From an optimization exercise on the open Yosys and OpenROAD flow, aimed at a short achievable clock period and few clock cycles; shortcuts taken in it are not production practice. Function was checked by simulation only, so behaviour that the tests miss may differ from the original.

==> inputs of nickel <==
==> flow/design.v <==
module abac_dec (
    input  wire        clk,
    input  wire        rst_n,
    input  wire        cmd_valid,
    output wire        cmd_ready,
    input  wire [2:0]  cmd_op,
    input  wire [5:0]  cmd_ctx,
    input  wire [9:0]  cmd_c0,
    input  wire [9:0]  cmd_c1,
    input  wire [15:0] cmd_max,
    input  wire        in_valid,
    output wire        in_ready,
    input  wire [7:0]  in_byte,
    output reg         rsp_valid,
    output reg         rsp_sym,
    output reg  [9:0]  rsp_c0,
    output reg  [9:0]  rsp_c1
);
    localparam [2:0] OP_DEC_INIT    = 3'd0;
    localparam [2:0] OP_DEC_SYM     = 3'd1;
    localparam [2:0] OP_DEC_FLUSH   = 3'd2;
    localparam [2:0] OP_CTX_SET     = 3'd3;
    localparam [2:0] OP_CTX_GET     = 3'd4;
    localparam [2:0] OP_CTX_HALVE   = 3'd5;
    localparam [2:0] OP_TBL_RESCALE = 3'd6;
    localparam [2:0] OP_TBL_INIT    = 3'd7;
    localparam [3:0] S_IDLE   = 4'd0;
    localparam [3:0] S_INIT   = 4'd1;   
    localparam [3:0] S_LOAD   = 4'd2;   
    localparam [3:0] S_DIVN   = 4'd3;   
    localparam [3:0] S_SYM    = 4'd4;   
    localparam [3:0] S_DIVQ   = 4'd5;   
    localparam [3:0] S_NARROW = 4'd6;   
    localparam [3:0] S_RENORM = 4'd7;   
    localparam [3:0] S_FLUSH  = 4'd8;   
    localparam [3:0] S_RESC   = 4'd9;   
    reg  [3:0]  state;
    reg  [9:0]  ctx_c0 [0:63];
    reg  [9:0]  ctx_c1 [0:63];
    reg         open;        
    reg  [15:0] low;
    reg  [15:0] high;
    reg  [15:0] code;
    reg  [15:0] max_count;   
    reg  [15:0] bit_count;   
    reg  [4:0]  init_cnt;
    reg  [7:0]  ibuf;        
    reg  [3:0]  ibits;       
    reg  [5:0]  cur_ctx;
    reg  [9:0]  cur_c0;
    reg  [10:0] cur_w;
    reg         cur_sym;
    reg  [16:0] div_rem;
    reg  [16:0] div_num;
    reg  [16:0] div_d;
    reg  [16:0] div_q;
    reg  [4:0]  div_cnt;
    wire [16:0] range = {1'b0, high} - {1'b0, low} + 17'd1;
    wire [16:0] cpos  = {1'b0, code} - {1'b0, low} + 17'd1;
    wire [9:0]  rd_c0 = ctx_c0[cur_ctx];
    wire [9:0]  rd_c1 = ctx_c1[cur_ctx];
    wire [10:0] rd_w  = {1'b0, rd_c0} + {1'b0, rd_c1};
    wire [27:0] pos_num = cpos * rd_w - 28'd1;
    wire [26:0] split_num = range * cur_c0;
    wire        dec_s  = (div_q[9:0] >= cur_c0);
    wire [10:0] upd_c0 = {1'b0, rd_c0} + {10'd0, ~dec_s};
    wire [10:0] upd_c1 = {1'b0, rd_c1} + {10'd0,  dec_s};
    wire        upd_halve = (upd_c0 + upd_c1) >= 11'd1024;
    wire [9:0]  new_c0 = upd_halve ? (upd_c0[10:1] + 10'd1) : upd_c0[9:0];
    wire [9:0]  new_c1 = upd_halve ? (upd_c1[10:1] + 10'd1) : upd_c1[9:0];
    wire [17:0] div_try = {div_rem, div_num[16]};
    wire        div_ge  = div_try >= {1'b0, div_d};
    wire [17:0] div_sub = div_try - {1'b0, div_d};
    wire        ren_emit  = (low[15] == high[15]);
    wire        ren_defer = low[14] & ~high[14];
    wire        ren_step  = ren_emit | ren_defer;
    wire        budget_ok = bit_count < max_count;
    wire        need_byte = budget_ok && (ibits == 4'd0);
    wire        bit_rdy   = !need_byte || in_valid;
    wire        next_bit  = !budget_ok ? 1'b0 :
                            (ibits != 4'd0) ? ibuf[7] : in_byte[7];
    wire        reading = (state == S_INIT) ||
                          (state == S_FLUSH && budget_ok) ||
                          (state == S_RENORM && ren_step);
    assign in_ready  = reading && need_byte;
    wire [9:0]  cmd_rd_c0 = ctx_c0[cmd_ctx];
    wire [9:0]  cmd_rd_c1 = ctx_c1[cmd_ctx];
    wire [9:0]  rs_c0     = ctx_c0[cur_ctx];
    wire [9:0]  rs_c1     = ctx_c1[cur_ctx];
    wire [10:0] rs_w      = {1'b0, rs_c0} + {1'b0, rs_c1};
    assign cmd_ready = (state == S_IDLE);
    wire   cmd_fire  = cmd_valid && cmd_ready;
    task take_bit;
        begin
            if (budget_ok) begin
                bit_count <= bit_count + 16'd1;
                if (ibits == 4'd0) begin
                    ibuf  <= {in_byte[6:0], 1'b0};
                    ibits <= 4'd7;
                end else begin
                    ibuf  <= {ibuf[6:0], 1'b0};
                    ibits <= ibits - 4'd1;
                end
            end
        end
    endtask
    integer i;
    always @(posedge clk) begin
        if (!rst_n) begin
            state     <= S_IDLE;
            open      <= 1'b0;
            low       <= 16'h0000;
            high      <= 16'hFFFF;
            code      <= 16'h0000;
            max_count <= 16'd0;
            bit_count <= 16'd0;
            init_cnt  <= 5'd0;
            ibuf      <= 8'd0;
            ibits     <= 4'd0;
            cur_ctx   <= 6'd0;
            cur_c0    <= 10'd0;
            cur_w     <= 11'd0;
            cur_sym   <= 1'b0;
            div_rem   <= 17'd0;
            div_num   <= 17'd0;
            div_d     <= 17'd0;
            div_q     <= 17'd0;
            div_cnt   <= 5'd0;
            rsp_valid <= 1'b0;
            rsp_sym   <= 1'b0;
            rsp_c0    <= 10'd0;
            rsp_c1    <= 10'd0;
            for (i = 0; i < 64; i = i + 1) begin
                ctx_c0[i] <= 10'd1;
                ctx_c1[i] <= 10'd1;
            end
        end else begin
            rsp_valid <= 1'b0;
            case (state)
            S_IDLE: begin
                if (cmd_fire) begin
                    case (cmd_op)
                    OP_DEC_INIT: begin
                        open      <= 1'b0;
                        max_count <= cmd_max;
                        bit_count <= 16'd0;
                        code      <= 16'h0000;
                        init_cnt  <= 5'd0;
                        state     <= S_INIT;
                    end
                    OP_DEC_SYM: begin
                        if (open) begin
                            cur_ctx <= cmd_ctx;
                            state   <= S_LOAD;
                        end
                    end
                    OP_DEC_FLUSH: begin
                        if (open)
                            state <= S_FLUSH;
                    end
                    OP_CTX_SET: begin
                        ctx_c0[cmd_ctx] <= cmd_c0;
                        ctx_c1[cmd_ctx] <= cmd_c1;
                    end
                    OP_CTX_GET: begin
                        rsp_valid <= 1'b1;
                        rsp_sym   <= 1'b0;
                        rsp_c0    <= cmd_rd_c0;
                        rsp_c1    <= cmd_rd_c1;
                    end
                    OP_CTX_HALVE: begin
                        ctx_c0[cmd_ctx] <= (cmd_rd_c0 >> 1) + 10'd1;
                        ctx_c1[cmd_ctx] <= (cmd_rd_c1 >> 1) + 10'd1;
                    end
                    OP_TBL_RESCALE: begin
                        cur_ctx <= 6'd0;
                        state   <= S_RESC;
                    end
                    OP_TBL_INIT: begin
                        for (i = 0; i < 64; i = i + 1) begin
                            ctx_c0[i] <= 10'd1;
                            ctx_c1[i] <= 10'd1;
                        end
                    end
                    endcase
                end
            end
            S_INIT: begin
                if (bit_rdy) begin
                    take_bit;
                    code     <= {code[14:0], next_bit};
                    init_cnt <= init_cnt + 5'd1;
                    if (init_cnt == 5'd15) begin
                        low   <= 16'h0000;
                        high  <= 16'hFFFF;
                        open  <= 1'b1;
                        state <= S_IDLE;
                    end
                end
            end
            S_LOAD: begin
                cur_c0  <= rd_c0;
                cur_w   <= rd_w;
                div_d   <= range;
                div_rem <= pos_num[26:10];
                div_num <= {pos_num[9:0], 7'd0};
                div_q   <= 17'd0;
                div_cnt <= 5'd0;
                state   <= S_DIVN;
            end
            S_DIVN: begin
                div_rem <= div_ge ? div_sub[16:0] : div_try[16:0];
                div_num <= {div_num[15:0], 1'b0};
                div_q   <= {div_q[15:0], div_ge};
                div_cnt <= div_cnt + 5'd1;
                if (div_cnt == 5'd9)
                    state <= S_SYM;
            end
            S_SYM: begin
                cur_sym <= dec_s;
                ctx_c0[cur_ctx] <= new_c0;
                ctx_c1[cur_ctx] <= new_c1;
                div_d   <= {6'd0, cur_w};
                div_rem <= {7'd0, split_num[26:17]};
                div_num <= split_num[16:0];
                div_q   <= 17'd0;
                div_cnt <= 5'd0;
                state   <= S_DIVQ;
            end
            S_DIVQ: begin
                div_rem <= div_ge ? div_sub[16:0] : div_try[16:0];
                div_num <= {div_num[15:0], 1'b0};
                div_q   <= {div_q[15:0], div_ge};
                div_cnt <= div_cnt + 5'd1;
                if (div_cnt == 5'd16)
                    state <= S_NARROW;
            end
            S_NARROW: begin
                if (!cur_sym)
                    high <= low + div_q[15:0] - 16'd1;
                else
                    low  <= low + div_q[15:0];
                state <= S_RENORM;
            end
            S_RENORM: begin
                if (ren_step) begin
                    if (bit_rdy) begin
                        take_bit;
                        if (ren_emit) begin
                            low  <= {low[14:0], 1'b0};
                            high <= {high[14:0], 1'b1};
                            code <= {code[14:0], next_bit};
                        end else begin
                            low  <= {1'b0, low[13:0], 1'b0};
                            high <= {1'b1, high[13:0], 1'b1};
                            code <= {~code[14], code[13:0], next_bit};
                        end
                    end
                end else begin
                    rsp_valid <= 1'b1;
                    rsp_sym   <= cur_sym;
                    rsp_c0    <= 10'd0;
                    rsp_c1    <= 10'd0;
                    state     <= S_IDLE;
                end
            end
            S_FLUSH: begin
                if (!budget_ok) begin
                    ibits <= 4'd0;
                    open  <= 1'b0;
                    state <= S_IDLE;
                end else if (bit_rdy) begin
                    take_bit;
                end
            end
            S_RESC: begin
                if (rs_w > 11'd16) begin
                    ctx_c0[cur_ctx] <= (rs_c0 >> 1) + 10'd1;
                    ctx_c1[cur_ctx] <= (rs_c1 >> 1) + 10'd1;
                end
                cur_ctx <= cur_ctx + 6'd1;
                if (cur_ctx == 6'd63)
                    state <= S_IDLE;
            end
            default: state <= S_IDLE;
            endcase
        end
    end
endmodule
==> flow/run.sh <==
#!/bin/bash
# synth_recipe.tcl (not shown) runs the flow's synth.tcl, then flattens the netlist and writes it again
# the make line also repeats each setting of config.mk as NAME=value (left out here)
make -C /OpenROAD-flow-scripts/flow DESIGN_CONFIG=/design/flow/config.mk WORK_HOME=/design/flow/orfs CLKGATE_MAP_FILE= SYNTH_SCRIPT=/design/flow/synth_recipe.tcl finish
==> flow/config.mk <==
export PLATFORM = sky130hd
export DESIGN_NAME = abac_dec
export DESIGN_NICKNAME = abac_dec
export VERILOG_FILES = /design/flow/design.v
export SDC_FILE = /design/flow/constraint.sdc
export NUM_CORES = 4
export LEC_CHECK = 0
export CAP_MARGIN = 20
export CORE_MARGIN = 2
export CORE_UTILIZATION = 40
export PLACE_DENSITY = 0.6
export SLEW_MARGIN = 20
==> flow/constraint.sdc <==
create_clock -name core_clock -period 12.0 [get_ports {clk}]
set_input_delay 2.4000 -clock core_clock [delete_from_list [all_inputs] [get_ports {clk}]]
set_output_delay 2.4000 -clock core_clock [all_outputs]
set_load 0.01 [all_outputs]
==> garnet (differences from nickel) <==
--- a/flow/design.v
+++ b/flow/design.v
@@ -54,4 +54,6 @@
     reg  [16:0] div_num;
     reg  [16:0] div_d;
+    reg  [12:0] div_d3;      
+    reg  [17:0] div_n18;     
     reg  [16:0] div_q;
     reg  [4:0]  div_cnt;
@@ -69,7 +71,23 @@
     wire [9:0]  new_c0 = upd_halve ? (upd_c0[10:1] + 10'd1) : upd_c0[9:0];
     wire [9:0]  new_c1 = upd_halve ? (upd_c1[10:1] + 10'd1) : upd_c1[9:0];
-    wire [17:0] div_try = {div_rem, div_num[16]};
-    wire        div_ge  = div_try >= {1'b0, div_d};
-    wire [17:0] div_sub = div_try - {1'b0, div_d};
+    wire [13:0] div_try = {div_rem[11:0], div_n18[17:16]};
+    wire [13:0] d1      = {3'd0, div_d[10:0]};
+    wire [13:0] d2      = {2'd0, div_d[10:0], 1'b0};
+    wire [13:0] d3      = {1'd0, div_d3};
+    wire        ge3     = div_try >= d3;
+    wire        ge2     = div_try >= d2;
+    wire        ge1     = div_try >= d1;
+    wire [1:0]  qdig    = ge3 ? 2'd3 : ge2 ? 2'd2 : ge1 ? 2'd1 : 2'd0;
+    wire [13:0] div_nr  = ge3 ? div_try - d3 : ge2 ? div_try - d2 : ge1 ? div_try - d1 : div_try;
+    wire [15:0] qv      = div_q[15:0];
+    wire        s_new   = ({1'b0, code} - {1'b0, low}) >= {1'b0, qv};
+    wire [9:0]  rq_c0   = ctx_c0[cur_ctx];
+    wire [9:0]  rq_c1   = ctx_c1[cur_ctx];
+    wire [10:0] uq_c0   = {1'b0, rq_c0} + {10'd0, ~s_new};
+    wire [10:0] uq_c1   = {1'b0, rq_c1} + {10'd0,  s_new};
+    wire        uq_h    = (uq_c0 + uq_c1) >= 11'd1024;
+    wire [9:0]  nq_c0   = uq_h ? (uq_c0[10:1] + 10'd1) : uq_c0[9:0];
+    wire [9:0]  nq_c1   = uq_h ? (uq_c1[10:1] + 10'd1) : uq_c1[9:0];
+    wire [26:0] split_ld = range * rd_c0;
     wire        ren_emit  = (low[15] == high[15]);
     wire        ren_defer = low[14] & ~high[14];
@@ -125,4 +143,6 @@
             div_num   <= 17'd0;
             div_d     <= 17'd0;
+            div_d3    <= 13'd0;
+            div_n18   <= 18'd0;
             div_q     <= 17'd0;
             div_cnt   <= 5'd0;
@@ -202,26 +222,8 @@
                 cur_c0  <= rd_c0;
                 cur_w   <= rd_w;
-                div_d   <= range;
-                div_rem <= pos_num[26:10];
-                div_num <= {pos_num[9:0], 7'd0};
-                div_q   <= 17'd0;
-                div_cnt <= 5'd0;
-                state   <= S_DIVN;
-            end
-            S_DIVN: begin
-                div_rem <= div_ge ? div_sub[16:0] : div_try[16:0];
-                div_num <= {div_num[15:0], 1'b0};
-                div_q   <= {div_q[15:0], div_ge};
-                div_cnt <= div_cnt + 5'd1;
-                if (div_cnt == 5'd9)
-                    state <= S_SYM;
-            end
-            S_SYM: begin
-                cur_sym <= dec_s;
-                ctx_c0[cur_ctx] <= new_c0;
-                ctx_c1[cur_ctx] <= new_c1;
-                div_d   <= {6'd0, cur_w};
-                div_rem <= {7'd0, split_num[26:17]};
-                div_num <= split_num[16:0];
+                div_d   <= {6'd0, rd_w};
+                div_d3  <= {2'd0, rd_w} + {1'b0, rd_w, 1'b0};
+                div_rem <= {6'd0, split_ld[26:16]};
+                div_n18 <= {split_ld[15:0], 2'b00};
                 div_q   <= 17'd0;
                 div_cnt <= 5'd0;
@@ -229,16 +231,19 @@
             end
             S_DIVQ: begin
-                div_rem <= div_ge ? div_sub[16:0] : div_try[16:0];
-                div_num <= {div_num[15:0], 1'b0};
-                div_q   <= {div_q[15:0], div_ge};
+                div_rem <= {3'd0, div_nr};
+                div_n18 <= {div_n18[15:0], 2'b00};
+                div_q   <= {div_q[14:0], qdig};
                 div_cnt <= div_cnt + 5'd1;
-                if (div_cnt == 5'd16)
+                if (div_cnt == 5'd7)
                     state <= S_NARROW;
             end
             S_NARROW: begin
-                if (!cur_sym)
-                    high <= low + div_q[15:0] - 16'd1;
+                cur_sym <= s_new;
+                ctx_c0[cur_ctx] <= nq_c0;
+                ctx_c1[cur_ctx] <= nq_c1;
+                if (!s_new)
+                    high <= low + qv - 16'd1;
                 else
-                    low  <= low + div_q[15:0];
+                    low  <= low + qv;
                 state <= S_RENORM;
             end
==> comparison table <==
|  | nickel | garnet |
|---|---|---|
| Slowest cell on the critical path | dfxtp_4 | xnor2_4 |
| Total track usage | 29.91% | 28.79% |
| Most frequent standard cell in the layout excluding fill and tap cells | edfxtp_1 | nor2_1 |
| Status | timing/DRC/antenna clean | timing/DRC/antenna clean |
| Total number of nets in the final design | 8,463 | 7,621 |
| Crit. path cell count | 32 | 41 |
| Worst stage delay on the critical path | 0.97 ns | 0.74 ns |
| Dpl hpwl | 249,200 um | 217,400 um |
| Met3 layer wire length in the routed design | 57,790 um | 48,300 um |
| Startpoint of the lowest-slack hold path | max_count[11] | div_d3[5] |
| Seq_cells | 1,509 | 1,488 |
| Die ar. | 240,200 um2 | 225,000 um2 |
| Worst Hold Slack | 0.4540 ns | 0.4540 ns |
| Number of standard cells in the layout, taps in and fillers out | 11,150 | 10,300 |
| R2r endpoint | div_rem[15] | ctx_c0[45][5] |
| Met1 routed wirelength after detailed routing | 132,400 um | 119,600 um |
| Multi-input gate share of the layout cell area | 44.84% | 42.79% |
| WL per Instance | 32.86 um | 31.66 um |
| #MultiIn Comb | 5,312 | 4,857 |
Testbench counts of nickel, summed over its fixed seeds: cycles 527,022.
Testbench counts of garnet, summed over its fixed seeds: cycles 208,002.

## re-timing with driven ports
How much do the figures lean on ideal ports? The routed layouts below were timed once more, with nothing changed but the port constraints.
Step 1: set_driving_cell puts a clkbuf_16 on clk and a buf_2 on each other input, an assumption about the parent block.
Step 2 moves the port delays by t, midway between the first and last clock arrival at a register: inputs arrive t later, outputs are due t later. That takes back most of the time a late clock gives input paths.
a / b / c = no drivers / after step 1 / after step 2; a / b = the first two.
run	t (ns)	setup WS [ns]	hold slack, ns	worst register clock-pin slew, ns
nickel	0.933	0.817 / 0.817 / 0.817	0.454 / 0.454 / 0.454	0.07 / 0.07
garnet	0.916	1.565 / 1.565 / 1.565	0.454 / 0.454 / 0.454	0.07 / 0.07
After both steps setup and hold are still met in every run listed.
